This design comes from an exercise in tuning for small area on the open sky130 flow, not from production work. Where RTL was checked, it was by simulation tests only, not by an equivalence proof against the original. Function not checked in runs 1 and 2: the RTL went through the layout flow alone. Power is estimated from default activity; no workload was simulated.

### design/flow/config.mk
export PLATFORM = sky130hd
export DESIGN_NAME = pse_synth
export DESIGN_NICKNAME = pse_synth
export VERILOG_FILES = /design/flow/design.v
export SDC_FILE = /design/flow/constraint.sdc
export NUM_CORES = 4
export LEC_CHECK = 0
export CAP_MARGIN = 0
export CORE_MARGIN = 2
export CORE_UTILIZATION = 50
export CTS_BUF_LIST = sky130_fd_sc_hd__clkbuf_4
export SLEW_MARGIN = 0
### design/flow/constraint.sdc
create_clock -name core_clock -period 14.0 [get_ports {clk}]
set_input_delay 2.8000 -clock core_clock [delete_from_list [all_inputs] [get_ports {clk}]]
set_output_delay 2.8000 -clock core_clock [all_outputs]
set_load 0.01 [all_outputs]
### design/flow/design.v
module pse_sine_rom (
    input  wire [7:0] addr,
    output wire [7:0] data
);
    wire [5:0] a = addr[5:0];
    wire [6:0] j = addr[6] ? (7'd64 - {1'b0, a}) : {1'b0, a};
    reg  [6:0] q;
    always @(*) begin
        case (j)
            7'd0: q = 7'd0;
            7'd1: q = 7'd3;
            7'd2: q = 7'd6;
            7'd3: q = 7'd9;
            7'd4: q = 7'd12;
            7'd5: q = 7'd16;
            7'd6: q = 7'd19;
            7'd7: q = 7'd22;
            7'd8: q = 7'd25;
            7'd9: q = 7'd28;
            7'd10: q = 7'd31;
            7'd11: q = 7'd34;
            7'd12: q = 7'd37;
            7'd13: q = 7'd40;
            7'd14: q = 7'd43;
            7'd15: q = 7'd46;
            7'd16: q = 7'd49;
            7'd17: q = 7'd51;
            7'd18: q = 7'd54;
            7'd19: q = 7'd57;
            7'd20: q = 7'd60;
            7'd21: q = 7'd63;
            7'd22: q = 7'd65;
            7'd23: q = 7'd68;
            7'd24: q = 7'd71;
            7'd25: q = 7'd73;
            7'd26: q = 7'd76;
            7'd27: q = 7'd78;
            7'd28: q = 7'd81;
            7'd29: q = 7'd83;
            7'd30: q = 7'd85;
            7'd31: q = 7'd88;
            7'd32: q = 7'd90;
            7'd33: q = 7'd92;
            7'd34: q = 7'd94;
            7'd35: q = 7'd96;
            7'd36: q = 7'd98;
            7'd37: q = 7'd100;
            7'd38: q = 7'd102;
            7'd39: q = 7'd104;
            7'd40: q = 7'd106;
            7'd41: q = 7'd107;
            7'd42: q = 7'd109;
            7'd43: q = 7'd111;
            7'd44: q = 7'd112;
            7'd45: q = 7'd113;
            7'd46: q = 7'd115;
            7'd47: q = 7'd116;
            7'd48: q = 7'd117;
            7'd49: q = 7'd118;
            7'd50: q = 7'd120;
            7'd51: q = 7'd121;
            7'd52: q = 7'd122;
            7'd53: q = 7'd122;
            7'd54: q = 7'd123;
            7'd55: q = 7'd124;
            7'd56: q = 7'd125;
            7'd57: q = 7'd125;
            7'd58: q = 7'd126;
            7'd59: q = 7'd126;
            7'd60: q = 7'd126;
            7'd61: q = 7'd127;
            7'd62: q = 7'd127;
            7'd63: q = 7'd127;
            7'd64: q = 7'd127;
            default: q = 7'd127;
        endcase
    end
    assign data = addr[7] ? (8'd0 - {1'b0, q}) : {1'b0, q};
endmodule
module pse_divider (
    input  wire [9:0] rem,
    input  wire       bit_in,
    output wire       q,
    output wire [9:0] rem_next
);
    wire [10:0] t    = {rem, bit_in};
    wire [11:0] diff = {1'b0, t} - 12'd750;
    assign q        = ~diff[11];
    assign rem_next = q ? diff[9:0] : t[9:0];
endmodule
module pse_mix (
    input  wire [7:0]  r,
    input  wire [15:0] L,
    output wire [7:0]  s
);
    wire n1 = r[0] & L[0];
    wire n2 = r[0] & L[1];
    wire n3 = r[0] & L[2];
    wire n4 = r[0] & L[3];
    wire n5 = r[0] & L[4];
    wire n6 = r[0] & L[5];
    wire n7 = r[0] & L[6];
    wire n8 = r[0] & L[7];
    wire n9 = r[0] & L[8];
    wire n10 = r[0] & L[9];
    wire n11 = r[0] & L[10];
    wire n12 = r[0] & L[11];
    wire n13 = r[0] & L[12];
    wire n14 = r[0] & L[13];
    wire n15 = r[0] & L[14];
    wire n16 = r[0] & L[15];
    wire n17 = r[1] & L[0];
    wire n18 = r[1] & L[1];
    wire n19 = r[1] & L[2];
    wire n20 = r[1] & L[3];
    wire n21 = r[1] & L[4];
    wire n22 = r[1] & L[5];
    wire n23 = r[1] & L[6];
    wire n24 = r[1] & L[7];
    wire n25 = r[1] & L[8];
    wire n26 = r[1] & L[9];
    wire n27 = r[1] & L[10];
    wire n28 = r[1] & L[11];
    wire n29 = r[1] & L[12];
    wire n30 = r[1] & L[13];
    wire n31 = r[1] & L[14];
    wire n32 = r[1] & L[15];
    wire n33 = r[2] & L[0];
    wire n34 = r[2] & L[1];
    wire n35 = r[2] & L[2];
    wire n36 = r[2] & L[3];
    wire n37 = r[2] & L[4];
    wire n38 = r[2] & L[5];
    wire n39 = r[2] & L[6];
    wire n40 = r[2] & L[7];
    wire n41 = r[2] & L[8];
    wire n42 = r[2] & L[9];
    wire n43 = r[2] & L[10];
    wire n44 = r[2] & L[11];
    wire n45 = r[2] & L[12];
    wire n46 = r[2] & L[13];
    wire n47 = r[2] & L[14];
    wire n48 = r[2] & L[15];
    wire n49 = r[3] & L[0];
    wire n50 = r[3] & L[1];
    wire n51 = r[3] & L[2];
    wire n52 = r[3] & L[3];
    wire n53 = r[3] & L[4];
    wire n54 = r[3] & L[5];
    wire n55 = r[3] & L[6];
    wire n56 = r[3] & L[7];
    wire n57 = r[3] & L[8];
    wire n58 = r[3] & L[9];
    wire n59 = r[3] & L[10];
    wire n60 = r[3] & L[11];
    wire n61 = r[3] & L[12];
    wire n62 = r[3] & L[13];
    wire n63 = r[3] & L[14];
    wire n64 = r[3] & L[15];
    wire n65 = r[4] & L[0];
    wire n66 = r[4] & L[1];
    wire n67 = r[4] & L[2];
    wire n68 = r[4] & L[3];
    wire n69 = r[4] & L[4];
    wire n70 = r[4] & L[5];
    wire n71 = r[4] & L[6];
    wire n72 = r[4] & L[7];
    wire n73 = r[4] & L[8];
    wire n74 = r[4] & L[9];
    wire n75 = r[4] & L[10];
    wire n76 = r[4] & L[11];
    wire n77 = r[4] & L[12];
    wire n78 = r[4] & L[13];
    wire n79 = r[4] & L[14];
    wire n80 = r[4] & L[15];
    wire n81 = r[5] & L[0];
    wire n82 = r[5] & L[1];
    wire n83 = r[5] & L[2];
    wire n84 = r[5] & L[3];
    wire n85 = r[5] & L[4];
    wire n86 = r[5] & L[5];
    wire n87 = r[5] & L[6];
    wire n88 = r[5] & L[7];
    wire n89 = r[5] & L[8];
    wire n90 = r[5] & L[9];
    wire n91 = r[5] & L[10];
    wire n92 = r[5] & L[11];
    wire n93 = r[5] & L[12];
    wire n94 = r[5] & L[13];
    wire n95 = r[5] & L[14];
    wire n96 = r[5] & L[15];
    wire n97 = r[6] & L[0];
    wire n98 = r[6] & L[1];
    wire n99 = r[6] & L[2];
    wire n100 = r[6] & L[3];
    wire n101 = r[6] & L[4];
    wire n102 = r[6] & L[5];
    wire n103 = r[6] & L[6];
    wire n104 = r[6] & L[7];
    wire n105 = r[6] & L[8];
    wire n106 = r[6] & L[9];
    wire n107 = r[6] & L[10];
    wire n108 = r[6] & L[11];
    wire n109 = r[6] & L[12];
    wire n110 = r[6] & L[13];
    wire n111 = r[6] & L[14];
    wire n112 = r[6] & L[15];
    wire n113 = ~(r[7] & L[0]);
    wire n114 = ~(r[7] & L[1]);
    wire n115 = ~(r[7] & L[2]);
    wire n116 = ~(r[7] & L[3]);
    wire n117 = ~(r[7] & L[4]);
    wire n118 = ~(r[7] & L[5]);
    wire n119 = ~(r[7] & L[6]);
    wire n120 = ~(r[7] & L[7]);
    wire n121 = ~(r[7] & L[8]);
    wire n122 = ~(r[7] & L[9]);
    wire n123 = ~(r[7] & L[10]);
    wire n124 = ~(r[7] & L[11]);
    wire n125 = ~(r[7] & L[12]);
    wire n126 = ~(r[7] & L[13]);
    wire n127 = ~(r[7] & L[14]);
    wire n128 = ~(r[7] & L[15]);
    wire n129 = n7 ^ n22;
    wire n130 = n7 & n22;
    wire n131 = n8 ^ n23;
    wire n132 = n131 ^ n38;
    wire n133 = (n8 & n23) | (n38 & n131);
    wire n134 = n53 ^ n68;
    wire n135 = n134 ^ n83;
    wire n136 = (n53 & n68) | (n83 & n134);
    wire n137 = n9 ^ n24;
    wire n138 = n137 ^ n39;
    wire n139 = (n9 & n24) | (n39 & n137);
    wire n140 = n54 ^ n69;
    wire n141 = n140 ^ n84;
    wire n142 = (n54 & n69) | (n84 & n140);
    wire n143 = n10 ^ n25;
    wire n144 = n143 ^ n40;
    wire n145 = (n10 & n25) | (n40 & n143);
    wire n146 = n55 ^ n70;
    wire n147 = n146 ^ n85;
    wire n148 = (n55 & n70) | (n85 & n146);
    wire n149 = n11 ^ n26;
    wire n150 = n149 ^ n41;
    wire n151 = (n11 & n26) | (n41 & n149);
    wire n152 = n56 ^ n71;
    wire n153 = n152 ^ n86;
    wire n154 = (n56 & n71) | (n86 & n152);
    wire n155 = n12 ^ n27;
    wire n156 = n155 ^ n42;
    wire n157 = (n12 & n27) | (n42 & n155);
    wire n158 = n57 ^ n72;
    wire n159 = n158 ^ n87;
    wire n160 = (n57 & n72) | (n87 & n158);
    wire n161 = n13 ^ n28;
    wire n162 = n161 ^ n43;
    wire n163 = (n13 & n28) | (n43 & n161);
    wire n164 = n58 ^ n73;
    wire n165 = n164 ^ n88;
    wire n166 = (n58 & n73) | (n88 & n164);
    wire n167 = n14 ^ n29;
    wire n168 = n167 ^ n44;
    wire n169 = (n14 & n29) | (n44 & n167);
    wire n170 = n59 ^ n74;
    wire n171 = n170 ^ n89;
    wire n172 = (n59 & n74) | (n89 & n170);
    wire n173 = n15 ^ n30;
    wire n174 = n173 ^ n45;
    wire n175 = (n15 & n30) | (n45 & n173);
    wire n176 = n60 ^ n75;
    wire n177 = n176 ^ n90;
    wire n178 = (n60 & n75) | (n90 & n176);
    wire n179 = n16 ^ n31;
    wire n180 = n179 ^ n46;
    wire n181 = (n16 & n31) | (n46 & n179);
    wire n182 = n61 ^ n76;
    wire n183 = n182 ^ n91;
    wire n184 = (n61 & n76) | (n91 & n182);
    wire n185 = n106 ^ n121;
    wire n186 = n106 & n121;
    wire n187 = n32 ^ n47;
    wire n188 = n187 ^ n62;
    wire n189 = (n32 & n47) | (n62 & n187);
    wire n190 = n77 ^ n92;
    wire n191 = n190 ^ n107;
    wire n192 = (n77 & n92) | (n107 & n190);
    wire n193 = n48 ^ n63;
    wire n194 = n193 ^ n78;
    wire n195 = (n48 & n63) | (n78 & n193);
    wire n196 = n5 ^ n20;
    wire n197 = n5 & n20;
    wire n198 = n6 ^ n21;
    wire n199 = n198 ^ n36;
    wire n200 = (n6 & n21) | (n36 & n198);
    wire n201 = n51 ^ n66;
    wire n202 = n51 & n66;
    wire n203 = n129 ^ n37;
    wire n204 = n203 ^ n52;
    wire n205 = (n129 & n37) | (n52 & n203);
    wire n206 = n67 ^ n82;
    wire n207 = n206 ^ n97;
    wire n208 = (n67 & n82) | (n97 & n206);
    wire n209 = n132 ^ n135;
    wire n210 = n209 ^ n98;
    wire n211 = (n132 & n135) | (n98 & n209);
    wire n212 = n113 ^ 1'b1;
    wire n213 = n212 ^ n130;
    wire n214 = (n113 & 1'b1) | (n130 & n212);
    wire n215 = n138 ^ n141;
    wire n216 = n215 ^ n99;
    wire n217 = (n138 & n141) | (n99 & n215);
    wire n218 = n114 ^ n133;
    wire n219 = n218 ^ n136;
    wire n220 = (n114 & n133) | (n136 & n218);
    wire n221 = n144 ^ n147;
    wire n222 = n221 ^ n100;
    wire n223 = (n144 & n147) | (n100 & n221);
    wire n224 = n115 ^ n139;
    wire n225 = n224 ^ n142;
    wire n226 = (n115 & n139) | (n142 & n224);
    wire n227 = n150 ^ n153;
    wire n228 = n227 ^ n101;
    wire n229 = (n150 & n153) | (n101 & n227);
    wire n230 = n116 ^ n145;
    wire n231 = n230 ^ n148;
    wire n232 = (n116 & n145) | (n148 & n230);
    wire n233 = n156 ^ n159;
    wire n234 = n233 ^ n102;
    wire n235 = (n156 & n159) | (n102 & n233);
    wire n236 = n117 ^ n151;
    wire n237 = n236 ^ n154;
    wire n238 = (n117 & n151) | (n154 & n236);
    wire n239 = n162 ^ n165;
    wire n240 = n239 ^ n103;
    wire n241 = (n162 & n165) | (n103 & n239);
    wire n242 = n118 ^ n157;
    wire n243 = n242 ^ n160;
    wire n244 = (n118 & n157) | (n160 & n242);
    wire n245 = n168 ^ n171;
    wire n246 = n245 ^ n104;
    wire n247 = (n168 & n171) | (n104 & n245);
    wire n248 = n119 ^ n163;
    wire n249 = n248 ^ n166;
    wire n250 = (n119 & n163) | (n166 & n248);
    wire n251 = n174 ^ n177;
    wire n252 = n251 ^ n105;
    wire n253 = (n174 & n177) | (n105 & n251);
    wire n254 = n120 ^ n169;
    wire n255 = n254 ^ n172;
    wire n256 = (n120 & n169) | (n172 & n254);
    wire n257 = n180 ^ n183;
    wire n258 = n257 ^ n185;
    wire n259 = (n180 & n183) | (n185 & n257);
    wire n260 = 1'b1 ^ n175;
    wire n261 = n260 ^ n178;
    wire n262 = (1'b1 & n175) | (n178 & n260);
    wire n263 = n188 ^ n191;
    wire n264 = n263 ^ n122;
    wire n265 = (n188 & n191) | (n122 & n263);
    wire n266 = n181 ^ n184;
    wire n267 = n266 ^ n186;
    wire n268 = (n181 & n184) | (n186 & n266);
    wire n269 = n194 ^ n93;
    wire n270 = n269 ^ n108;
    wire n271 = (n194 & n93) | (n108 & n269);
    wire n272 = n123 ^ n189;
    wire n273 = n272 ^ n192;
    wire n274 = (n123 & n189) | (n192 & n272);
    wire n275 = n64 ^ n79;
    wire n276 = n275 ^ n94;
    wire n277 = (n64 & n79) | (n94 & n275);
    wire n278 = n109 ^ n124;
    wire n279 = n278 ^ n195;
    wire n280 = (n109 & n124) | (n195 & n278);
    wire n281 = n80 ^ n95;
    wire n282 = n281 ^ n110;
    wire n283 = (n80 & n95) | (n110 & n281);
    wire n284 = n4 ^ n19;
    wire n285 = n4 & n19;
    wire n286 = n196 ^ n35;
    wire n287 = n286 ^ n50;
    wire n288 = (n196 & n35) | (n50 & n286);
    wire n289 = n199 ^ n201;
    wire n290 = n289 ^ n81;
    wire n291 = (n199 & n201) | (n81 & n289);
    wire n292 = n204 ^ n207;
    wire n293 = n292 ^ n200;
    wire n294 = (n204 & n207) | (n200 & n292);
    wire n295 = n210 ^ n213;
    wire n296 = n295 ^ n205;
    wire n297 = (n210 & n213) | (n205 & n295);
    wire n298 = n216 ^ n219;
    wire n299 = n298 ^ n211;
    wire n300 = (n216 & n219) | (n211 & n298);
    wire n301 = n222 ^ n225;
    wire n302 = n301 ^ n217;
    wire n303 = (n222 & n225) | (n217 & n301);
    wire n304 = n228 ^ n231;
    wire n305 = n304 ^ n223;
    wire n306 = (n228 & n231) | (n223 & n304);
    wire n307 = n234 ^ n237;
    wire n308 = n307 ^ n229;
    wire n309 = (n234 & n237) | (n229 & n307);
    wire n310 = n240 ^ n243;
    wire n311 = n310 ^ n235;
    wire n312 = (n240 & n243) | (n235 & n310);
    wire n313 = n246 ^ n249;
    wire n314 = n313 ^ n241;
    wire n315 = (n246 & n249) | (n241 & n313);
    wire n316 = n252 ^ n255;
    wire n317 = n316 ^ n247;
    wire n318 = (n252 & n255) | (n247 & n316);
    wire n319 = n258 ^ n261;
    wire n320 = n319 ^ n253;
    wire n321 = (n258 & n261) | (n253 & n319);
    wire n322 = n264 ^ n267;
    wire n323 = n322 ^ n259;
    wire n324 = (n264 & n267) | (n259 & n322);
    wire n325 = n270 ^ n273;
    wire n326 = n325 ^ n265;
    wire n327 = (n270 & n273) | (n265 & n325);
    wire n328 = n276 ^ n279;
    wire n329 = n328 ^ n271;
    wire n330 = (n276 & n279) | (n271 & n328);
    wire n331 = n282 ^ n125;
    wire n332 = n331 ^ n277;
    wire n333 = (n282 & n125) | (n277 & n331);
    wire n334 = n96 ^ n111;
    wire n335 = n334 ^ n126;
    wire n336 = (n96 & n111) | (n126 & n334);
    wire n337 = n3 ^ n18;
    wire n338 = n3 & n18;
    wire n339 = n284 ^ n34;
    wire n340 = n339 ^ n49;
    wire n341 = (n284 & n34) | (n49 & n339);
    wire n342 = n287 ^ n65;
    wire n343 = n342 ^ n285;
    wire n344 = (n287 & n65) | (n285 & n342);
    wire n345 = n290 ^ n197;
    wire n346 = n345 ^ n288;
    wire n347 = (n290 & n197) | (n288 & n345);
    wire n348 = n293 ^ n202;
    wire n349 = n348 ^ n291;
    wire n350 = (n293 & n202) | (n291 & n348);
    wire n351 = n296 ^ n208;
    wire n352 = n351 ^ n294;
    wire n353 = (n296 & n208) | (n294 & n351);
    wire n354 = n299 ^ n214;
    wire n355 = n354 ^ n297;
    wire n356 = (n299 & n214) | (n297 & n354);
    wire n357 = n302 ^ n220;
    wire n358 = n357 ^ n300;
    wire n359 = (n302 & n220) | (n300 & n357);
    wire n360 = n305 ^ n226;
    wire n361 = n360 ^ n303;
    wire n362 = (n305 & n226) | (n303 & n360);
    wire n363 = n308 ^ n232;
    wire n364 = n363 ^ n306;
    wire n365 = (n308 & n232) | (n306 & n363);
    wire n366 = n311 ^ n238;
    wire n367 = n366 ^ n309;
    wire n368 = (n311 & n238) | (n309 & n366);
    wire n369 = n314 ^ n244;
    wire n370 = n369 ^ n312;
    wire n371 = (n314 & n244) | (n312 & n369);
    wire n372 = n317 ^ n250;
    wire n373 = n372 ^ n315;
    wire n374 = (n317 & n250) | (n315 & n372);
    wire n375 = n320 ^ n256;
    wire n376 = n375 ^ n318;
    wire n377 = (n320 & n256) | (n318 & n375);
    wire n378 = n323 ^ n262;
    wire n379 = n378 ^ n321;
    wire n380 = (n323 & n262) | (n321 & n378);
    wire n381 = n326 ^ n268;
    wire n382 = n381 ^ n324;
    wire n383 = (n326 & n268) | (n324 & n381);
    wire n384 = n329 ^ n274;
    wire n385 = n384 ^ n327;
    wire n386 = (n329 & n274) | (n327 & n384);
    wire n387 = n332 ^ n280;
    wire n388 = n387 ^ n330;
    wire n389 = (n332 & n280) | (n330 & n387);
    wire n390 = n335 ^ n283;
    wire n391 = n390 ^ n333;
    wire n392 = (n335 & n283) | (n333 & n390);
    wire n393 = n112 ^ n127;
    wire n394 = n393 ^ n336;
    wire n395 = (n112 & n127) | (n336 & n393);
    wire n396 = n1 ^ 1'b0;
    wire n397 = (n1 & 1'b0) | (1'b0 & n396);
    wire n398 = n2 ^ n17;
    wire n399 = (n2 & n17) | (n397 & n398);
    wire n400 = n337 ^ n33;
    wire n401 = (n337 & n33) | (n399 & n400);
    wire n402 = n340 ^ n338;
    wire n403 = (n340 & n338) | (n401 & n402);
    wire n404 = n343 ^ n341;
    wire n405 = (n343 & n341) | (n403 & n404);
    wire n406 = n346 ^ n344;
    wire n407 = (n346 & n344) | (n405 & n406);
    wire n408 = n349 ^ n347;
    wire n409 = (n349 & n347) | (n407 & n408);
    wire n410 = n352 ^ n350;
    wire n411 = (n352 & n350) | (n409 & n410);
    wire n412 = n355 ^ n353;
    wire n413 = (n355 & n353) | (n411 & n412);
    wire n414 = n358 ^ n356;
    wire n415 = (n358 & n356) | (n413 & n414);
    wire n416 = n361 ^ n359;
    wire n417 = (n361 & n359) | (n415 & n416);
    wire n418 = n364 ^ n362;
    wire n419 = (n364 & n362) | (n417 & n418);
    wire n420 = n367 ^ n365;
    wire n421 = (n367 & n365) | (n419 & n420);
    wire n422 = n370 ^ n368;
    wire n423 = (n370 & n368) | (n421 & n422);
    wire n424 = n373 ^ n371;
    wire n425 = (n373 & n371) | (n423 & n424);
    wire n426 = n376 ^ n374;
    wire n427 = (n376 & n374) | (n425 & n426);
    wire n428 = n379 ^ n377;
    wire n429 = n428 ^ n427;
    wire n430 = (n379 & n377) | (n427 & n428);
    wire n431 = n382 ^ n380;
    wire n432 = n431 ^ n430;
    wire n433 = (n382 & n380) | (n430 & n431);
    wire n434 = n385 ^ n383;
    wire n435 = n434 ^ n433;
    wire n436 = (n385 & n383) | (n433 & n434);
    wire n437 = n388 ^ n386;
    wire n438 = n437 ^ n436;
    wire n439 = (n388 & n386) | (n436 & n437);
    wire n440 = n391 ^ n389;
    wire n441 = n440 ^ n439;
    wire n442 = (n391 & n389) | (n439 & n440);
    wire n443 = n394 ^ n392;
    wire n444 = n443 ^ n442;
    wire n445 = (n394 & n392) | (n442 & n443);
    wire n446 = n128 ^ n395;
    wire n447 = n446 ^ n445;
    wire n448 = (n128 & n395) | (n445 & n446);
    wire n449 = 1'b1 ^ 1'b0;
    wire n450 = n449 ^ n448;
    wire n451 = (1'b1 & 1'b0) | (n448 & n449);
    assign s = {n450, n447, n444, n441, n438, n435, n432, n429};
endmodule
module pse_sample_path (
    input  wire        clk,
    input  wire        rst,
    input  wire        strobe,
    input  wire        outen,
    input  wire [30:0] inc,
    input  wire [2:0]  kind,
    input  wire [16:0] duty,
    input  wire [16:0] level,
    output reg  [31:0] phase,
    output reg  [7:0]  last_sample
);
    wire [15:0] idx = phase[31:16];
    wire [7:0] sine_r;
    pse_sine_rom u_rom (.addr(idx[15:8]), .data(sine_r));
    reg [7:0] r;
    always @(*) begin
        case (kind)
            3'd0:    r = ({1'b0, idx} < duty) ? 8'h7f : 8'h80;
            3'd1:    r = {~(idx[14] ^ idx[15]), idx[13:7] ^ {7{idx[15]}}};
            3'd2:    r = {~idx[15], idx[14:8]};
            3'd3:    r = sine_r;
            default: r = 8'h00;
        endcase
    end
    wire [7:0] rnd;
    pse_mix u_mix (.r(r), .L(level[15:0]), .s(rnd));
    wire [7:0] s = (level[16] ? r : rnd) ^ 8'h80;
    wire [32:0] c;
    wire [31:0] sum;
    wire [31:0] b = {1'b0, inc};
    assign c[0] = 1'b0;
    genvar i;
    generate for (i = 0; i < 32; i = i + 1) begin : g_add
        assign sum[i]   = phase[i] ^ b[i] ^ c[i];
        assign c[i+1]   = (phase[i] & b[i]) | (c[i] & (phase[i] ^ b[i]));
    end endgenerate
    always @(posedge clk) begin
        if (rst) begin
            phase       <= 32'd0;
            last_sample <= 8'd128;
        end else if (strobe) begin
            if (outen) begin
                phase       <= sum;
                last_sample <= s;
            end else
                last_sample <= 8'd128;
        end
    end
endmodule
module pse_synth #(
    parameter integer SAMPLE_RATE_HZ = 48000,
    parameter integer GROUP_DEPTH    = 8
) (
    input  wire        clk,
    input  wire        rst,
    input  wire        cmd_valid,
    output wire        cmd_ready,
    input  wire [63:0] cmd_data,
    input  wire        strobe,
    output wire [7:0]  sample_out,
    output wire        rsp_valid,
    output wire [31:0] rsp_data
);
    localparam [3:0] OP_NOP        = 4'd0;
    localparam [3:0] OP_SET_FREQ   = 4'd1;
    localparam [3:0] OP_SET_DUTY   = 4'd2;
    localparam [3:0] OP_SET_KIND   = 4'd3;
    localparam [3:0] OP_SET_OUTEN  = 4'd4;
    localparam [3:0] OP_SET_ATTACK = 4'd5;
    localparam [3:0] OP_SET_DECAY  = 4'd6;
    localparam [3:0] OP_SET_SUST   = 4'd7;
    localparam [3:0] OP_SET_REL    = 4'd8;
    localparam [3:0] OP_NOTE_ON    = 4'd9;
    localparam [3:0] OP_NOTE_OFF   = 4'd10;
    localparam [3:0] OP_ENV_UPDATE = 4'd11;
    localparam [3:0] OP_READ       = 4'd12;
    localparam [3:0] OP_CLR_STATUS = 4'd13;
    localparam [3:0] OP_BAD        = 4'd14;
    localparam [2:0] ST_IDLE    = 3'd0;
    localparam [2:0] ST_ATTACK  = 3'd1;
    localparam [2:0] ST_DECAY   = 3'd2;
    localparam [2:0] ST_SUSTAIN = 3'd3;
    localparam [2:0] ST_RELEASE = 3'd4;
    localparam [2:0] S_CLR    = 3'd0;    
    localparam [2:0] S_IDLE   = 3'd1;    
    localparam [2:0] S_WAIT   = 3'd2;    
    localparam [2:0] S_RUN    = 3'd3;    
    localparam [2:0] S_DRAIN  = 3'd4;    
    localparam [2:0] S_COMMIT = 3'd5;    
    localparam [2:0] E_SUM  = 3'd0;      
    localparam [2:0] E_CMP  = 3'd1;      
    localparam [2:0] E_ZERO = 3'd2;      
    localparam [2:0] E_MUL  = 3'd3;      
    localparam [2:0] E_DIV  = 3'd4;      
    localparam [2:0] E_FIN  = 3'd5;      
    localparam [16:0] ONE = 17'd65536;
    reg  [5:0] bc;
    reg  [2:0] slot;
    wire       bc0  = (bc == 6'd0);
    wire       bc32 = (bc == 6'd32);
    always @(posedge clk) begin
        if (rst) begin
            bc   <= 6'd0;
            slot <= 3'd0;
        end else begin
            bc <= bc32 ? 6'd0 : bc + 6'd1;
            if (bc32)
                slot <= slot + 3'd1;
        end
    end
    reg  [2:0]  state;
    reg  [3:0]  opr;           
    reg  [3:0]  selr;          
    reg         f_lo, f_hi;    
    reg  [3:0]  pend_cnt;
    reg         closed;        
    reg         ovf_u;         
    reg         clr_seen;      
    reg  [16:0] level;
    reg  [2:0]  stage;
    reg  [2:0]  kind;
    reg         outen;
    reg  [16:0] duty;
    reg  [30:0] incw;
    reg  [16:0] sustain;
    reg  [1:0]  status;
    reg  [32:0] el_r, at_r, dc_r, rl_r;
    reg  [16:0] s_level;
    reg  [2:0]  s_kind;
    reg         s_outen;
    reg  [16:0] s_duty;
    reg  [30:0] s_inc;
    reg  [33:0] z;
    reg  [15:0] lo;
    reg  [9:0]  fr;
    reg  [2:0]  eph;
    reg  [3:0]  pcnt;
    reg         cy, bw, nz, tnz, enz, sat, m_r, dlt, first_div;
    reg  [263:0] rr;
    reg  [2:0]   hp, wp;
    reg  [3:0]   rc;
    reg          rd_act, dly;
    wire [31:0] phase;
    wire [7:0]  last_sample;
    assign cmd_ready  = (state == S_IDLE) && (bc32 || !zop);
    assign sample_out = last_sample;
    pse_sample_path u_sample (
        .clk         (clk),
        .rst         (rst),
        .strobe      (strobe),
        .outen       (s_outen),
        .inc         (s_inc),
        .kind        (s_kind),
        .duty        (s_duty),
        .level       (s_level),
        .phase       (phase),
        .last_sample (last_sample)
    );
    wire [7:0]  op8   = cmd_data[63:56];
    wire        g_bit = cmd_data[55];
    wire [7:0]  sel8  = cmd_data[39:32];
    wire [31:0] imm   = cmd_data[31:0];
    wire [3:0]  opc   = (op8 > 8'd13) ? OP_BAD : op8[3:0];
    wire [3:0]  sel4  = (sel8 > 8'd13) ? 4'd15 : sel8[3:0];
    wire        closing = !g_bit || pend_cnt[3];
    wire [16:0] imm_cl  = (imm > {15'd0, ONE}) ? ONE : imm[16:0];
    wire        zop = (opc == OP_SET_FREQ && imm != 32'd0) ||
                      opc == OP_SET_ATTACK || opc == OP_SET_DECAY ||
                      opc == OP_SET_REL || opc == OP_ENV_UPDATE;
    wire        need_wait = opc == OP_NOTE_ON ||
                            (opc == OP_NOTE_OFF && stage != ST_IDLE) ||
                            opc == OP_READ;
    wire        acc = (state == S_IDLE) && cmd_valid && (bc32 || !zop);
    wire run = (state == S_RUN);
    wire is_env  = (opr == OP_ENV_UPDATE);
    wire is_freq = (opr == OP_SET_FREQ);
    wire       ibit = z[0];
    wire st_a = (stage == ST_ATTACK);
    wire st_d = (stage == ST_DECAY);
    wire st_r = (stage == ST_RELEASE);
    wire el_t = el_r[0];
    wire t_t  = st_a ? at_r[0] : st_d ? dc_r[0] : rl_r[0];
    wire no_mul = st_a || (st_d && sustain == 17'd0) || (st_r && sustain[16]);
    wire cin_add = bc0 ? 1'b0 : cy;
    wire sum1    = el_t ^ ibit ^ cin_add;
    wire cy1     = (el_t & ibit) | (cin_add & (el_t ^ ibit));
    wire e_b   = (el_t | sat) & !bc32;
    wire bwin  = bc0 ? 1'b0 : bw;
    wire dbit  = t_t ^ e_b ^ bwin;
    wire bw2   = (~t_t & e_b) | (~(t_t ^ e_b) & bwin);
    wire ge    = bw | !nz;          
    wire xr    = t_t ^ el_t ^ bwin;                  
    wire bwx   = (~t_t & el_t) | (~(t_t ^ el_t) & bwin);
    wire xm    = (st_r ? xr : el_t) & !bc32;
    wire m_e   = bc0 ? lo[0] : m_r;
    wire a_mul = bc32 ? 1'b0 : z[2];
    wire pm    = m_e & xm;
    wire s_mul = a_mul ^ pm ^ cin_add;
    wire c_mul = (a_mul & pm) | (cin_add & (a_mul ^ pm));
    wire a_div = bc0 ? lo[15] : (first_div ? z[1] : z[0]);
    wire d_add = dlt ? t_t : ~t_t;
    wire cin_d = bc0 ? ~dlt : cy;
    wire r_div = a_div ^ d_add ^ cin_d;
    wire c_div = (a_div & d_add) | (cin_d & (a_div ^ d_add));
    wire [16:0] negv = {1'b0, ~lo} + 17'd1;          
    wire i_lo = (imm < 32'd1310720);
    wire i_hi = (imm > 32'd1310720000);
    wire f_c375 = (bc == 6'd22) || (bc == 6'd24) || (bc == 6'd25) || (bc == 6'd26) ||
                  (bc == 6'd28) || (bc == 6'd29) || (bc == 6'd30);
    wire f_fc   = f_lo ? (bc == 6'd0 || bc == 6'd2) : f_hi ? 1'b0 : incw[20];
    wire f_bit  = (bc > 6'd20) ? f_c375 : f_fc;
    wire [9:0] fr_init = i_lo ? 10'd0 : i_hi ? 10'd625 : imm[30:21];
    wire       f_q;
    wire [9:0] fr_next;
    pse_divider u_fdiv (.rem(fr), .bit_in(f_bit), .q(f_q), .rem_next(fr_next));
    reg vbit;
    always @(*) begin
        case (selr)
            4'd0:  vbit = ({16'd0, level}   >> bc) & 1'b1;
            4'd1:  vbit = ({30'd0, stage}   >> bc) & 1'b1;
            4'd2:  vbit = ({30'd0, kind}    >> bc) & 1'b1;
            4'd3:  vbit = bc0 & outen;
            4'd4:  vbit = ({16'd0, duty}    >> bc) & 1'b1;
            4'd5:  vbit = ({2'd0, incw}     >> bc) & 1'b1;
            4'd6:  vbit = (bc == 6'd2);
            4'd7:  vbit = el_r[0];
            4'd8:  vbit = at_r[0];
            4'd9:  vbit = dc_r[0];
            4'd10: vbit = ({16'd0, sustain} >> bc) & 1'b1;
            4'd11: vbit = rl_r[0];
            4'd12: vbit = (bc == 6'd3);
            4'd13: vbit = ({31'd0, status}  >> bc) & 1'b1;
            default: vbit = 1'b0;
        endcase
    end
    wire spbit = (selr == 4'd6) || (selr == 4'd12) ||
                 (selr == 4'd13 && !closed && !clr_seen);
    reg el_we, el_wd, at_we, dc_we, rl_we, rg_wd;
    reg z_in;
    always @(*) begin
        el_we = 1'b0; el_wd = 1'b0;
        at_we = 1'b0; dc_we = 1'b0; rl_we = 1'b0; rg_wd = 1'b0;
        z_in  = 1'b0;
        if (state == S_CLR) begin
            el_we = 1'b1; at_we = 1'b1; dc_we = 1'b1; rl_we = 1'b1;
        end else if (run) begin
            rg_wd = ibit;
            case (opr)
                OP_SET_ATTACK: at_we = 1'b1;
                OP_SET_DECAY:  dc_we = 1'b1;
                OP_SET_REL:    rl_we = 1'b1;
                OP_NOTE_ON, OP_NOTE_OFF: el_we = 1'b1;
                OP_ENV_UPDATE: begin
                    case (eph)
                        E_SUM: begin
                            el_we = 1'b1; el_wd = sum1 & !bc32;
                        end
                        E_CMP: begin
                            el_we = 1'b1; el_wd = e_b;
                            z_in  = no_mul & (st_r ? (dbit & !bc32) : e_b);
                        end
                        E_ZERO: el_we = 1'b1;
                        E_MUL:  z_in = s_mul;
                        E_DIV:  z_in = r_div;
                        default: ;
                    endcase
                end
                default: ;
            endcase
        end
    end
    always @(posedge clk) begin
        el_r <= {el_we ? el_wd : el_r[0], el_r[32:1]};
        at_r <= {at_we ? rg_wd : at_r[0], at_r[32:1]};
        dc_r <= {dc_we ? rg_wd : dc_r[0], dc_r[32:1]};
        rl_r <= {rl_we ? rg_wd : rl_r[0], rl_r[32:1]};
        z    <= (acc && zop) ? {2'b00, imm} : {z_in, z[33:1]};
        rr   <= {rd_act ? (bc0 ? spbit : dly) : rr[0], rr[263:1]};
        dly  <= vbit;
    end
    wire [32:0] win = rr[263:231];
    wire        w_sp = win[0];
    wire [31:0] w_pay = win[32:1];
    wire        emit = closed && (rc != 4'd0) && bc0 && (slot == hp + 3'd1);
    assign rsp_valid = emit;
    wire w_p = w_pay[2];
    wire w_l = w_pay[3];
    wire w_s = !w_p && !w_l;
    wire [31:0] sp_val = ({32{w_p}} & phase) |
                         ({32{w_l}} & {24'd0, last_sample}) |
                         ({32{w_s}} & {30'd0, w_pay[1] | ovf_u, w_pay[0]});
    assign rsp_data = w_sp ? sp_val : w_pay;
    always @(posedge clk) begin
        if (rst) begin
            state    <= S_CLR;
            opr      <= OP_NOP;
            pend_cnt <= 4'd0;
            closed   <= 1'b0;
            ovf_u    <= 1'b0;
            clr_seen <= 1'b0;
            hp       <= 3'd0;
            wp       <= 3'd0;
            rc       <= 4'd0;
            rd_act   <= 1'b0;
            level    <= 17'd0;
            stage    <= ST_IDLE;
            kind     <= 3'd0;
            outen    <= 1'b0;
            duty     <= 17'd32768;
            incw     <= 31'd0;
            sustain  <= ONE;
            status   <= 2'b00;
            s_outen  <= 1'b0;
        end else begin
            if (emit) begin
                hp <= hp + 3'd1;
                rc <= rc - 4'd1;
            end
            if (rd_act && bc32)
                rd_act <= 1'b0;
            case (state)
                S_CLR:
                    if (bc32) state <= S_IDLE;
                S_IDLE:
                    if (acc) begin
                        opr  <= opc;
                        selr <= sel4;
                        f_lo <= i_lo;
                        f_hi <= i_hi;
                        fr   <= fr_init;
                        eph  <= E_SUM;
                        pcnt <= 4'd0;
                        if (closing) begin
                            pend_cnt <= 4'd0;
                            closed   <= 1'b1;
                        end else
                            pend_cnt <= pend_cnt + 4'd1;
                        if (closing && g_bit)
                            ovf_u <= 1'b1;
                        case (opc)
                            OP_CLR_STATUS: begin
                                status   <= 2'b00;
                                clr_seen <= 1'b1;
                            end
                            OP_BAD:
                                status <= {status[1] | (closing && g_bit && !clr_seen), 1'b1};
                            OP_READ:
                                status <= {status[1] | (closing && g_bit && !clr_seen),
                                           status[0] | (sel4 == 4'd15)};
                            default:
                                status <= {status[1] | (closing && g_bit && !clr_seen), status[0]};
                        endcase
                        case (opc)
                            OP_SET_FREQ:  if (imm == 32'd0) incw <= 31'd0;
                            OP_SET_DUTY:  duty    <= imm_cl;
                            OP_SET_KIND:  kind    <= imm[2:0];
                            OP_SET_OUTEN: outen   <= imm[0];
                            OP_SET_SUST:  sustain <= imm_cl;
                            OP_NOTE_ON:   stage   <= ST_ATTACK;
                            OP_NOTE_OFF:  if (stage != ST_IDLE) stage <= ST_RELEASE;
                            default: ;
                        endcase
                        if (zop)
                            state <= S_RUN;
                        else if (need_wait)
                            state <= S_WAIT;
                        else if (closing)
                            state <= S_DRAIN;
                    end
                S_WAIT:
                    if (bc32) begin
                        if (opr == OP_READ) begin
                            if (rc == 4'd0) begin
                                hp     <= slot + 3'd1;
                                wp     <= slot + 3'd2;
                                rc     <= 4'd1;
                                rd_act <= 1'b1;
                                state  <= S_RUN;
                            end else if (slot + 3'd1 == wp && !rc[3]) begin
                                wp     <= wp + 3'd1;
                                rc     <= rc + 4'd1;
                                rd_act <= 1'b1;
                                state  <= S_RUN;
                            end
                        end else
                            state <= S_RUN;
                    end
                S_RUN: begin
                    case (opr)
                        OP_READ: begin
                            if (!closed && bc == 6'd30)
                                state <= S_IDLE;
                            else if (bc32)
                                state <= closed ? S_DRAIN : S_IDLE;
                        end
                        OP_SET_FREQ: begin
                            if (pcnt[0] == 1'b0) begin
                                if (bc <= 6'd30)
                                    incw <= {z[0], incw[30:1]};
                                if (bc32)
                                    pcnt <= 4'd1;
                            end else begin
                                fr   <= fr_next;
                                incw <= {incw[29:0], f_q};
                                if (bc == 6'd30)
                                    state <= closed ? S_DRAIN : S_IDLE;
                            end
                        end
                        OP_ENV_UPDATE: begin
                            cy <= cin_add;
                            case (eph)
                                E_SUM: begin
                                    cy <= cy1;
                                    if (bc0)
                                        lo <= sustain[15:0];
                                    else if (bc == 6'd1 && st_d)
                                        lo <= negv[15:0];
                                    if (bc32) begin
                                        sat <= cy;
                                        eph <= E_CMP;
                                    end
                                end
                                E_CMP: begin
                                    bw  <= bw2;
                                    nz  <= (bc0 ? 1'b0 : nz) | (dbit & !bc32);
                                    tnz <= (bc0 ? 1'b0 : tnz) | t_t;
                                    enz <= (bc0 ? 1'b0 : enz) | e_b;
                                    if (bc == 6'd31 && !(st_a || st_d || st_r)) begin
                                        level <= (stage == ST_SUSTAIN) ? sustain : 17'd0;
                                        state <= closed ? S_DRAIN : S_IDLE;
                                    end
                                    if (bc32) begin
                                        if (!tnz || ge) begin
                                            level <= st_a ? ONE : st_d ? sustain : 17'd0;
                                            stage <= st_a ? ST_DECAY : st_d ? ST_SUSTAIN : ST_IDLE;
                                            eph   <= E_ZERO;
                                        end else if (st_r && !enz) begin
                                            level <= sustain;
                                            state <= closed ? S_DRAIN : S_IDLE;
                                        end else if (no_mul) begin
                                            lo        <= 16'd0;
                                            eph       <= E_DIV;
                                            dlt       <= 1'b0;
                                            first_div <= 1'b0;
                                        end else begin
                                            eph <= E_MUL;
                                        end
                                    end
                                end
                                E_ZERO:
                                    if (bc == 6'd31)
                                        state <= closed ? S_DRAIN : S_IDLE;
                                E_MUL: begin
                                    cy <= c_mul;
                                    bw <= bwx;
                                    if (bc0) begin
                                        lo  <= {s_mul, lo[15:1]};
                                        m_r <= lo[0];
                                    end
                                    if (bc32) begin
                                        pcnt <= pcnt + 4'd1;
                                        if (pcnt == 4'd15) begin
                                            eph       <= E_DIV;
                                            dlt       <= 1'b0;
                                            first_div <= 1'b1;
                                        end
                                    end
                                end
                                E_DIV: begin
                                    cy <= c_div;
                                    if (bc32) begin
                                        lo        <= {lo[14:0], ~r_div};
                                        dlt       <= r_div;
                                        first_div <= 1'b0;
                                        pcnt      <= pcnt + 4'd1;
                                        if (pcnt == 4'd15)
                                            eph <= E_FIN;
                                    end
                                end
                                default: begin   
                                    level <= st_d ? negv : {1'b0, lo};
                                    state <= closed ? S_DRAIN : S_IDLE;
                                end
                            endcase
                        end
                        default:   
                            if (bc == 6'd31)
                                state <= closed ? S_DRAIN : S_IDLE;
                    endcase
                end
                S_DRAIN:
                    if (rc == 4'd0 && !emit)
                        state <= S_COMMIT;
                default: if (bc == 6'd31) begin   
                    s_level  <= level;
                    s_kind   <= kind;
                    s_outen  <= outen;
                    s_duty   <= duty;
                    s_inc    <= incw;
                    closed   <= 1'b0;
                    ovf_u    <= 1'b0;
                    clr_seen <= 1'b0;
                    state    <= S_IDLE;
                end
            endcase
        end
    end
endmodule
### design/flow/run.sh
#!/bin/bash
# synth_recipe.tcl (not shown) runs the flow's synth.tcl, then flattens the netlist and writes it again
# the make line also repeats each setting of config.mk as NAME=value (left out here)
make -C /OpenROAD-flow-scripts/flow DESIGN_CONFIG=/design/flow/config.mk WORK_HOME=/design/flow/orfs CLKGATE_MAP_FILE= SYNTH_SCRIPT=/design/flow/synth_recipe.tcl finish
==> out/summary.txt, run 1 <==
status - complete, no violations
antenna-violating nets left - 0
Min Clock Period, post-route - 12.82 ns
complex-gate fraction of the synthesized area - 13.5%
Routed WL per cell - 18.7 um
final setup margin - 1.18 ns
Setup crit end kind - flip-flop
register bit total from synthesis - 713
Synth cell types - 97
Synth Area per Inst - 10.4 um^2
Total Wirelength - 73.3 mm
endpoints failing hold - 0
skew final - 0.0617 ns
Reg2Reg Setup Slack - 1.18 ns
ratio of cells with drive above 1 in the final layout - 13.5%
Initial Utilization - 50.5%
Post-Synth XOR/XNOR Area - 2.27%
vias - 21933
pwr dens - 118 nW/um^2
Filler Cell Count - 5068
slowest stage delay, CP - 0.45 ns
type of the most critical hold path - flip-flop to flip-flop
Syn Inst Count - 2854
post-route cell area - 33700 um^2
Post-Place Worst Slack - 1.20 ns
DRC viols - 0
critical path class - flip-flop to flip-flop
crit-path max FO - 1
Layout Cells excl Fill - 3916
count of final setup violators - 0
P_sw - 927 uW
clock sinks - 713
clock share of power - 44.2%
highest-count cells in the layout ignoring fill and taps - 596 x dfxtp_1, 280 x nand2_1, 276 x clkbuf_4, 204 x a21oi_1, 179 x nor2_1
DP Cell Count - 3591
Max-Cap Viols - 0
critical path's slowest cell - fa_1
Root Driver - clkbuf_4
Comb pwr share - 2.9%
ys async rst share - 0%
Ports - 110
DR vias/cell - 5.60
clk latency of the worst-skew pair - 1.04 ns
Num CTS Buffers - 179
Layout area overhead - 13.3%
period utilization - 91.5%
DIE WIDTH - 248 um
warnings from Yosys - 3
post-cts hold buffer count - 0
Die H - 248 um
Top FF cell, synth - dfxtp_1
number of setup buffers added after CTS - 0
Switching Fraction - 23.4%
post-synthesis sequential area ratio - 51.9%
first-pass GRT wire length - 118 mm
largest net degree at the start of global routing - 80
multiplexer share of the synthesized area - 3.28%
unrepaired setup endpoints after global routing - no
Leak Pwr - 0.0130 uW
CTS tree - yes
CTS clk-pin slew, worst paths - 0.07 ns
Post-Synth Adder-Cell Area - 11.0%
CTS resizes - 0
full die area - 61400 um^2
share of power burned in registers - 52.8%
Tot Pwr - 3970 uW
commonest non-fill, non-tap cell in the layout - dfxtp_1
routability congestion estimate - 0.902
max-slew violations - 0
CP Data Required Time - 14.86 ns
Worst Max-Slew Pin Slew - 1.27 ns
drt pass-1 iters - 6
cell repeated most along the worst path - fa_1
placed inst area - 31300 um^2
largest family of logic cells by synthesized area - simple AND/OR/NAND/NOR gates
input/output buffers - 94
Final TNS setup - 0 ns
Post-synth EDFFs - 116
syn_nets - 3108
vias in the first global route - 21838
fmax - 0.0780 GHz
Total GRT Usage - 24.5%
CORE AREA - 58900 um^2
hpwl dp - 49.9 mm
Cell Area, Synth - 29700 um^2
row cnt - 89
simple-gate area share of the yosys netlist - 14.0%
Layout Nets - 3253
initial antenna violation count - 6
grt total ovfl - 0
Iter 0 DRT Violations - 1706
H-tree levels - 4
WP data arrival - 13.68 ns
CTS max path bufs - 3
relative slew slack - 15.1%
startpoint types - flip-flop
Int Power - 3040 uW
maximum vdd drop - 0.0000810 V
[synth_stat cells, drive strengths merged (6+ instances only)]
cell type / number / area [um^2]
o311ai: 7 / 61.3
o41ai: 6 / 78.8
a31oi: 24 / 150
nor3: 49 / 255
nor3b: 8 / 60.1
xnor2: 35 / 325
or2: 9 / 58.8
a222oi: 7 / 70.1
dfxtp: 597 / 12000
nor4: 26 / 169
a211oi: 33 / 263
o21ai: 119 / 599
nand4: 7 / 43.8
nand3b: 6 / 45.0
or4: 6 / 48.8
xor2: 39 / 349
a21o: 12 / 90.1
or3: 16 / 100
mux2: 40 / 450
nand2b: 37 / 231
nand2: 280 / 1050
buf: 33 / 176
nand3: 131 / 656
nor2b: 28 / 178
o21a: 12 / 90.1
and2: 59 / 369
ha: 61 / 763
mux2i: 48 / 480
a22oi: 35 / 263
a221oi: 26 / 234
o31ai: 43 / 333
clkbuf: 135 / 507
a21oi: 205 / 1030
nor2: 181 / 679
o22ai: 9 / 56.3
edfxtp: 116 / 3480
fa: 125 / 2500
o211ai: 8 / 70.1
inv: 138 / 518
and3: 14 / 87.6
[final timing paths]
check	cells after the start	start	end
worst max-delay path	34	s_inc[0]	u_sample.phase[31]
worst min-delay path	0	rr[85]	rr[84]
worst max register to register	34	s_inc[0]	u_sample.phase[31]
worst min register to register	0	rr[85]	rr[84]
[metal layers]
metal | up-vias | global-route usage [%] | wire [um]
met2 | 767 | 37.4 | 32900
met5 | - | 0 | 0
met3 | 157 | 5.88 | 5080
met1 | 10623 | 33.3 | 33200
li1 | 10386 | - | -
met4 | 0 | 10.4 | 2120
[cell type report]
class | instances | area [um^2] | area share, %
diodes | 3 | 7.51 | 0.0223
clock buffers | 276 | 2070 | 6.15
clock inverters | 46 | 302 | 0.895
inverters | 139 | 522 | 1.55
multi-input cells | 1834 | 13200 | 39.1
flip-flops and latches | 713 | 15400 | 45.8
well taps | 773 | 967 | 2.87
repair buffers | 132 | 1220 | 3.63
[critical path: cells and delay by family, from the launching register on]
kind	cells	cell delay (ns)
fa+ha+maj	31	12.09
flops	1	0.37
simple gates	2	0.13
xor+xnor	1	0.11
[power by group through the flow]
stage / clock network, uW / registers (uW) / logic [uW]
floorplan: 0 / 2140 / 70.9
global placement: 0 / 2140 / 112
detailed placement: 0 / 2140 / 113
CTS: 1820 / 2100 / 114
global route: 1940 / 2100 / 125
finish: 1760 / 2100 / 116
[per-stage QoR]
step | hold slack (ns) | utilization [%]
floorplan | 0.310 | -
CTS | 0.291 | 57.2
finish | 0.287 | 57.2
global route | 0.290 | 57.2
global placement | 0.310 | 53.1
detailed placement | 0.312 | 53.1
[logic make-up after synthesis]
group,Yosys count
flops,713
xor+xnor,74
fa+ha+maj,186
simple gates,873
mux,90
buf+inv,307
compound gates,611
[sequential cells by signal (all words and copies together), names as in the netlist, 6 cells and up, named ones only]
signal / flops
at_r: 33
bc: 6
dc_r: 33
duty: 17
el_r: 33
fr: 10
incw: 31
level: 17
lo: 15
rl_r: 33
rr: 264
s_duty: 17
s_inc: 31
s_level: 17
sustain: 17
u_sample.last_sample: 8
u_sample.phase: 32
z: 34
==> run 2, diff against run 1 <==
--- a/design/flow/config.mk
+++ b/design/flow/config.mk
@@ -8,5 +8,5 @@
 export CAP_MARGIN = 0
 export CORE_MARGIN = 2
 export CORE_UTILIZATION = 50
-export CTS_BUF_LIST = sky130_fd_sc_hd__clkbuf_4
+export CTS_BUF_LIST = sky130_fd_sc_hd__clkbuf_2 sky130_fd_sc_hd__clkbuf_4 sky130_fd_sc_hd__clkbuf_8
 export SLEW_MARGIN = 0
==> out/summary.txt, run 2 <==
simple-gate area share of the yosys netlist - 14.0%
status - complete, no violations
crit-path max FO - 1
Post-synth EDFFs - 116
ranking of synthesized cells by area - dfxtp_1 40%, edfxtp_1 12%, fa_1 8.4%
vias - 21436
ys async rst share - 0%
Cell Area, Synth - 29700 um^2
Ports - 110
Util after Layout - 57.8%
Synth Area per Inst - 10.4 um^2
Layout area overhead - 14.5%
post-cts hold buffer count - 0
ratio of cells with drive above 1 in the final layout - 11.0%
Final TNS setup - 0 ns
vias in the first global route - 21185
CTS tree - yes
input/output buffers - 94
antenna-violating nets left - 0
count of final setup violators - 0
Top Registers - rr x264, z x34
synth cell count leaders - 597 x dfxtp_1, 280 x nand2_1, 204 x a21oi_1
max-slew violations - 0
routability congestion estimate - 0.902
Hold Startpoint - rr[25]
CTS clk-pin slew, worst paths - 0.05 ns
DR vias/cell - 5.65
Iter 0 DRT Violations - 1646
Total GRT Usage - 24.0%
initial antenna violation count - 5
clk latency of the worst-skew pair - 0.76 ns
register bit total from synthesis - 713
endpoints failing hold - 0
Worst R2R Start - s_inc[0]
startpoint types - flip-flop
cell repeated most along the worst path - fa_1
CP startpoint - s_inc[0]
row cnt - 89
full die area - 61400 um^2
DRC viols - 0
share of power burned in registers - 49.5%
Post-Synth XOR/XNOR Area - 2.27%
Syn Inst Count - 2854
P_sw - 917 uW
Top reg by flops - rr
Top FF cell, synth - dfxtp_1
grt total ovfl - 0
number of setup buffers added after CTS - 0
pwr dens - 125 nW/um^2
CORE AREA - 58900 um^2
relative slew slack - 16.9%
largest family of logic cells by synthesized area - simple AND/OR/NAND/NOR gates
Post-Synth Adder-Cell Area - 11.0%
multiplexer share of the synthesized area - 3.28%
Total Wirelength - 72.5 mm
Post-Place Worst Slack - 1.20 ns
highest-count cells in the layout ignoring fill and taps - 596 x dfxtp_1, 280 x nand2_1, 204 x a21oi_1, 179 x nor2_1, 145 x clkbuf_8
Initial Utilization - 50.5%
Num CTS Buffers - 111
critical path's slowest cell - fa_1
Root Driver - clkbuf_8
Leak Pwr - 0.0130 uW
post-synthesis sequential area ratio - 51.9%
warnings from Yosys - 3
Worst Max-Slew Pin Slew - 1.24 ns
CTS resizes - 0
Int Power - 3330 uW
most frequent cell after synthesis - dfxtp_1
unrepaired setup endpoints after global routing - no
H-tree levels - 3
Min Clock Period, post-route - 12.79 ns
largest net degree at the start of global routing - 80
Synth cell types - 97
slowest stage delay, CP - 0.44 ns
first-pass GRT wire length - 116 mm
Max-Cap Viols - 0
syn_nets - 3108
hpwl dp - 49.9 mm
maximum vdd drop - 0.0000962 V
commonest non-fill, non-tap cell in the layout - dfxtp_1
Routed WL per cell - 19.1 um
clock share of power - 47.8%
complex-gate fraction of the synthesized area - 13.5%
Synth area leader - dfxtp_1
critical path class - flip-flop to flip-flop
WP data arrival - 13.38 ns
drt pass-1 iters - 6
CP Data Required Time - 14.59 ns
max reg flops - 264
period utilization - 91.3%
Switching Fraction - 21.6%
final setup margin - 1.21 ns
clock sinks - 713
Layout Nets - 3185
CTS max path bufs - 3
type of the most critical hold path - flip-flop to flip-flop
Setup crit end kind - flip-flop
Comb pwr share - 2.7%
Yosys top cell area share - 40.2%
skew final - 0.0602 ns
Die H - 248 um
fmax - 0.0782 GHz
DIE WIDTH - 248 um
==> run 2: cell count changes in the layout (fill, tap and decap cells not counted) <==
cell        previous run  this run
inv_12                 1         2
clkbuf_4             276        24
inv_16                 0         2
clkinv_1              28         1
clkinv_4               0         1
clkinv_2               5        14
diode_2                3         1
inv_8                  1         0
clkinv_16              0         2
clkbuf_8               0       145
clkinv_8               6         1
bufinv_16              0        10
inv_6                  4         0
clkinvlp_4             2         3
==> run 2: power by group through the flow <==
stage	registers (uW)	clock network, uW	logic (uW)
4_1_cts	2100	2080	114
5_1_grt	2100	2180	126
3_3_place_gp	2140	0	112
2_1_floorplan	2140	0	70.9
3_5_place_dp	2140	0	113
6_report	2100	2030	116
==> run 2: layer usage <==
metal	GRT usage [%]	part of all wire [%]
met1	33.6	45
met2	37.1	45
met3	4.34	7.2
met4	9.14	2.5
met5	0	0
==> run 2: kinds of logic after synthesis <==
family,Yosys count
xor+xnor,74
compound gates,611
fa+ha+maj,186
mux,90
flops,713
buf+inv,307
simple gates,873
==> run 2: critical path, delay by kind of cell, from the launching register on <==
family / cells / cell delay, ns
fa+ha+maj: 31 / 12.08
xor+xnor: 1 / 0.11
simple gates: 2 / 0.13
flops: 1 / 0.37
==> run 2: final timing paths <==
path	end	slack (ns)	cells past startpoint
min reg2reg	rr[24]	0.30	0
min	rr[24]	0.30	0
max	u_sample.phase[31]	1.21	34
max reg2reg	u_sample.phase[31]	1.21	34
==> run 2: final cells by class <==
cell class	instances	area (um^2)
fillers	4971	24900
flip-flops and latches	713	15400
multi-input cells	1834	13200
clock buffers	169	2180
repair buffers	132	1220
well taps	773	967
clock inverters	35	551
inverters	139	522
diodes	1	2.50
==> run 2: stage by stage <==
stage	cells	hold slack (ns)	power (uW)	instance area, um^2
detailed placement	3591	0.312	2260	31300
global placement	3591	0.310	2250	31300
CTS	3795	0.287	4290	34000
floorplan	2854	0.310	2210	29700
global route	3796	0.293	4400	34000
finish	3796	0.298	4240	34000
==> run 3, diff against run 2 <==
--- a/design/flow/design.v
+++ b/design/flow/design.v
@@ -681,7 +681,6 @@
     reg  [30:0] s_inc;
     reg  [33:0] z;
     reg  [15:0] lo;
-    reg  [9:0]  fr;
     reg  [2:0]  eph;
     reg  [3:0]  pcnt;
     reg         cy, bw, nz, tnz, enz, sat, m_r, dlt, first_div;
@@ -761,7 +760,7 @@
     wire [9:0] fr_init = i_lo ? 10'd0 : i_hi ? 10'd625 : imm[30:21];
     wire       f_q;
     wire [9:0] fr_next;
-    pse_divider u_fdiv (.rem(fr), .bit_in(f_bit), .q(f_q), .rem_next(fr_next));
+    pse_divider u_fdiv (.rem(lo[9:0]), .bit_in(f_bit), .q(f_q), .rem_next(fr_next));
     reg vbit;
     always @(*) begin
         case (selr)
@@ -770,7 +769,7 @@
             4'd2:  vbit = ({30'd0, kind}    >> bc) & 1'b1;
             4'd3:  vbit = bc0 & outen;
             4'd4:  vbit = ({16'd0, duty}    >> bc) & 1'b1;
-            4'd5:  vbit = ({2'd0, incw}     >> bc) & 1'b1;
+            4'd5:  vbit = incw[0] & (bc <= 6'd30);    
             4'd6:  vbit = (bc == 6'd2);
             4'd7:  vbit = el_r[0];
             4'd8:  vbit = at_r[0];
@@ -876,7 +875,7 @@
                         selr <= sel4;
                         f_lo <= i_lo;
                         f_hi <= i_hi;
-                        fr   <= fr_init;
+                        lo[9:0] <= fr_init;    
                         eph  <= E_SUM;
                         pcnt <= 4'd0;
                         if (closing) begin
@@ -937,6 +936,8 @@
                 S_RUN: begin
                     case (opr)
                         OP_READ: begin
+                            if (selr == 4'd5 && bc <= 6'd30)
+                                incw <= {incw[0], incw[30:1]};
                             if (!closed && bc == 6'd30)
                                 state <= S_IDLE;
                             else if (bc32)
@@ -949,7 +950,7 @@
                                 if (bc32)
                                     pcnt <= 4'd1;
                             end else begin
-                                fr   <= fr_next;
+                                lo[9:0] <= fr_next;
                                 incw <= {incw[29:0], f_q};
                                 if (bc == 6'd30)
                                     state <= closed ? S_DRAIN : S_IDLE;
==> design/flow/flow/run.sh (new file) <==
#!/bin/bash
set -euo pipefail
export BUFFER_PORTS_ARGS="-buffer_cell sky130_fd_sc_hd__buf_1"
export CTS_ARGS="-sink_clustering_enable -repair_clock_nets -sink_clustering_size 10 -sink_clustering_max_diameter 40 -buf_list sky130_fd_sc_hd__clkbuf_4 -dont_use_dummy_load"
bash standard.sh > standard.log 2>&1
==> design/flow/standard.sh (new file) <==
#!/bin/bash
# synth_recipe.tcl (not shown) runs the flow's synth.tcl, then flattens the netlist and writes it again
# the make line also repeats each setting of config.mk as NAME=value (left out here)
make -C /OpenROAD-flow-scripts/flow DESIGN_CONFIG=/design/flow/config.mk WORK_HOME=/design/flow/orfs CLKGATE_MAP_FILE= SYNTH_SCRIPT=/design/flow/synth_recipe.tcl "${@:-finish}"
--- a/design/flow/config.mk
+++ b/design/flow/config.mk
@@ -8,5 +8,4 @@
 export CAP_MARGIN = 0
 export CORE_MARGIN = 2
 export CORE_UTILIZATION = 50
-export CTS_BUF_LIST = sky130_fd_sc_hd__clkbuf_2 sky130_fd_sc_hd__clkbuf_4 sky130_fd_sc_hd__clkbuf_8
 export SLEW_MARGIN = 0
removed: design/flow/run.sh
==> out/summary.txt, run 3 <==
status - complete, no violations
Top reg by flops - rr
Total Wirelength - 70.5 mm
first-pass GRT wire length - 112 mm
Synth area leader - dfxtp_1
highest-count cells in the layout ignoring fill and taps - 596 x dfxtp_1, 275 x nand2_1, 189 x nor2_1, 188 x a21oi_1, 129 x inv_1
pwr dens - 99.6 nW/um^2
Ports - 110
Die H - 247 um
Filler Cell Count - 5200
DRC viols - 0
WP buf/inv - 0
Worst Max-Slew Pin Slew - 1.32 ns
fmax - 0.0781 GHz
worst hold margin - 0.210 ns
CTS tree - yes
post-synthesis sequential area ratio - 51.2%
H-tree levels - 3
critical path's slowest cell - fa_1
skew final - 0.121 ns
Setup crit end kind - flip-flop
Top Registers - rr x264, z x34
Synth cell types - 86
period utilization - 91.4%
Initial Utilization - 50.4%
placed inst area - 30400 um^2
commonest non-fill, non-tap cell in the layout - dfxtp_1
DIE WIDTH - 247 um
grt total ovfl - 0
CP delay by family, top - adder cells
Reg area - 15100 um^2
drt pass-1 iters - 5
max reg flops - 264
syn_nets - 3108
max-slew violations - 0
CP Data Required Time - 14.72 ns
vias in the first global route - 20327
DR vias/cell - 5.65
CTS clk-pin slew, worst paths - 0.11 ns
unrepaired setup endpoints after global routing - no
post-cts hold buffer count - 0
Top FF cell, synth - dfxtp_1
Leak Pwr - 0.0118 uW
area of the multi-input gates - 13200 um^2
row cnt - 89
register bit total from synthesis - 703
ys async rst share - 0%
routability congestion estimate - 0.892
Cell Area, Synth - 29600 um^2
post-route cell area - 31200 um^2
synth cell count leaders - 597 x dfxtp_1, 275 x nand2_1, 190 x nor2_1
CTS resizes - 0
largest net degree at the start of global routing - 82
WP data arrival - 13.52 ns
Yosys top cell area share - 40.4%
Final TNS setup - 0 ns
ratio of cells with drive above 1 in the final layout - 7.21%
startpoint types - flip-flop
CORE AREA - 58700 um^2
input/output buffers - 94
Routed WL per cell - 19.2 um
Synth Area per Inst - 10.4 um^2
CTS max path bufs - 3
count of final setup violators - 0
warnings from Yosys - 3
Layout area overhead - 5.51%
ranking of synthesized cells by area - dfxtp_1 40%, edfxtp_1 11%, fa_1 8.5%
crit-path max FO - 1
most frequent cell after synthesis - dfxtp_1
endpoints failing hold - 0
slowest stage delay, CP - 0.40 ns
antenna-violating nets left - 0
clock sinks - 703
Post-synth EDFFs - 106
Total GRT Usage - 23.4%
initial antenna violation count - 5
clk latency of the worst-skew pair - 0.89 ns
vias - 20793
Syn Inst Count - 2854
hpwl dp - 50.0 mm
Util after Layout - 53.2%
type of the most critical hold path - flip-flop to flip-flop
Min Clock Period, post-route - 12.80 ns
number of setup buffers added after CTS - 0
maximum vdd drop - 0.0000862 V
Root Driver - clkbuf_4
full die area - 61100 um^2
Layout Nets - 3153
Max-Cap Viols - 0
Num CTS Buffers - 100
cell repeated most along the worst path - fa_1
relative slew slack - 12.0%
Iter 0 DRT Violations - 1729
critical path class - flip-flop to flip-flop
Tot Pwr - 3110 uW
## run 3: cell count changes after synthesis, moves of 9 or more
cell      change
nand3_1      -37
nor2b_1      +12
mux2i_1      +11
nor2_1        +9
a21oi_1      -16
clkbuf_1     +14
a221oi_1     +18
edfxtp_1     -10
nand3b_1     +32
a22oi_1      -14
## run 3: final timing paths
| path | from | endpoint | slack [ns] | depth (start not counted) |
|---|---|---|---|---|
| worst max-delay path | s_inc[0] | u_sample.phase[31] | 1.20 | 34 |
| worst min-delay path | rr[42] | rr[41] | 0.21 | 0 |
| worst max register to register | s_inc[0] | u_sample.phase[31] | 1.20 | 34 |
| worst min register to register | rr[42] | rr[41] | 0.21 | 0 |
## run 3: final cells by class
class	instances	area share, %
diodes	8	0.0642
multi-input cells	1840	42.5
inverters	129	1.55
flip-flops and latches	703	48.5
clock buffers	100	2.41
well taps	773	3.10
repair buffers	125	1.89
## run 3: cell families (layout without fill, tap and decap cells)
| group | after synthesis | in the layout | share of synthesized area (%) |
|---|---|---|---|
| AO/OA/AOI/OAI | 579 | 579 | 12.6 |
| XOR/XNOR | 74 | 74 | 2.19 |
| adder cells (fa/ha/maj) | 186 | 186 | 11.0 |
| buffers and inverters | 311 | 354 | 4.16 |
| flip-flops | 703 | 703 | 51.2 |
| multiplexers | 106 | 106 | 3.86 |
| other | 0 | 8 | 0 |
| AND/OR/NAND/NOR | 895 | 895 | 14.9 |
## run 3: worst register-to-register path, delay by kind of cell, from the launching register on
family / cells / cell delay (ns)
xor gates and xnor gates: 1 / 0.16
adders and majority gates: 31 / 12.05
DFF: 1 / 0.37
and+or+nand+nor: 2 / 0.13
## run 3: layer usage
layer  track usage [%]  up-vias  share of wire, %
met3              4.25      146               5.5
met4              10.4        0               3.7
met2              36.7      625                46
met1              31.7    10025                45
met5                 0        -                 0
li1                  -     9997                 -
## run 3: per-stage QoR
| step | cells | worst slack [ns] |
|---|---|---|
| after floorplan | 2854 | 1.71 |
| after global placement | 3570 | 1.26 |
| after detailed placement | 3570 | 1.19 |
| after CTS | 3670 | 1.19 |
| after global routing | 3675 | 0.731 |
| final | 3678 | 1.20 |
## run 3: power by group
| group | switching, uW | leakage (uW) | total [uW] | internal, uW |
|---|---|---|---|---|
| registers | 12.3 | 0.00580 | 2070 | 2060 |
| logic | 67.9 | 0.00551 | 103 | 35.5 |
| clock network | 608 | 0.000460 | 933 | 325 |
| total | 688 | 0.0118 | 3110 | 2420 |

==> what the ideal ports hide <==
Ports are ideal in the flow. The routed layouts listed here were re-timed in OpenROAD.
Step 1 sets driving cells, clkbuf_16 on the clock port and buf_2 on the other inputs (assumed; they add their load-dependent delay and slew).
Step 2, shift: input delay + t, output delay - t, t = (earliest + latest rising clock arrival at the registers) / 2. This alone moves slack from input paths to output paths.
Three values: no drivers, after step 1, after step 2; two values: the first two.
run	shift t [ns]	setup slack, ns	worst slew at a driven data input, ns	pins driven straight from the clock port
run 1	1.063	1.184 / 1.184 / 1.184	0.04	1
run 2	0.786	1.212 / 1.212 / 1.212	0.04	1
run 3	0.897	1.198 / 1.198 / 1.198	0.12	1
After both steps every run listed still meets setup and hold.
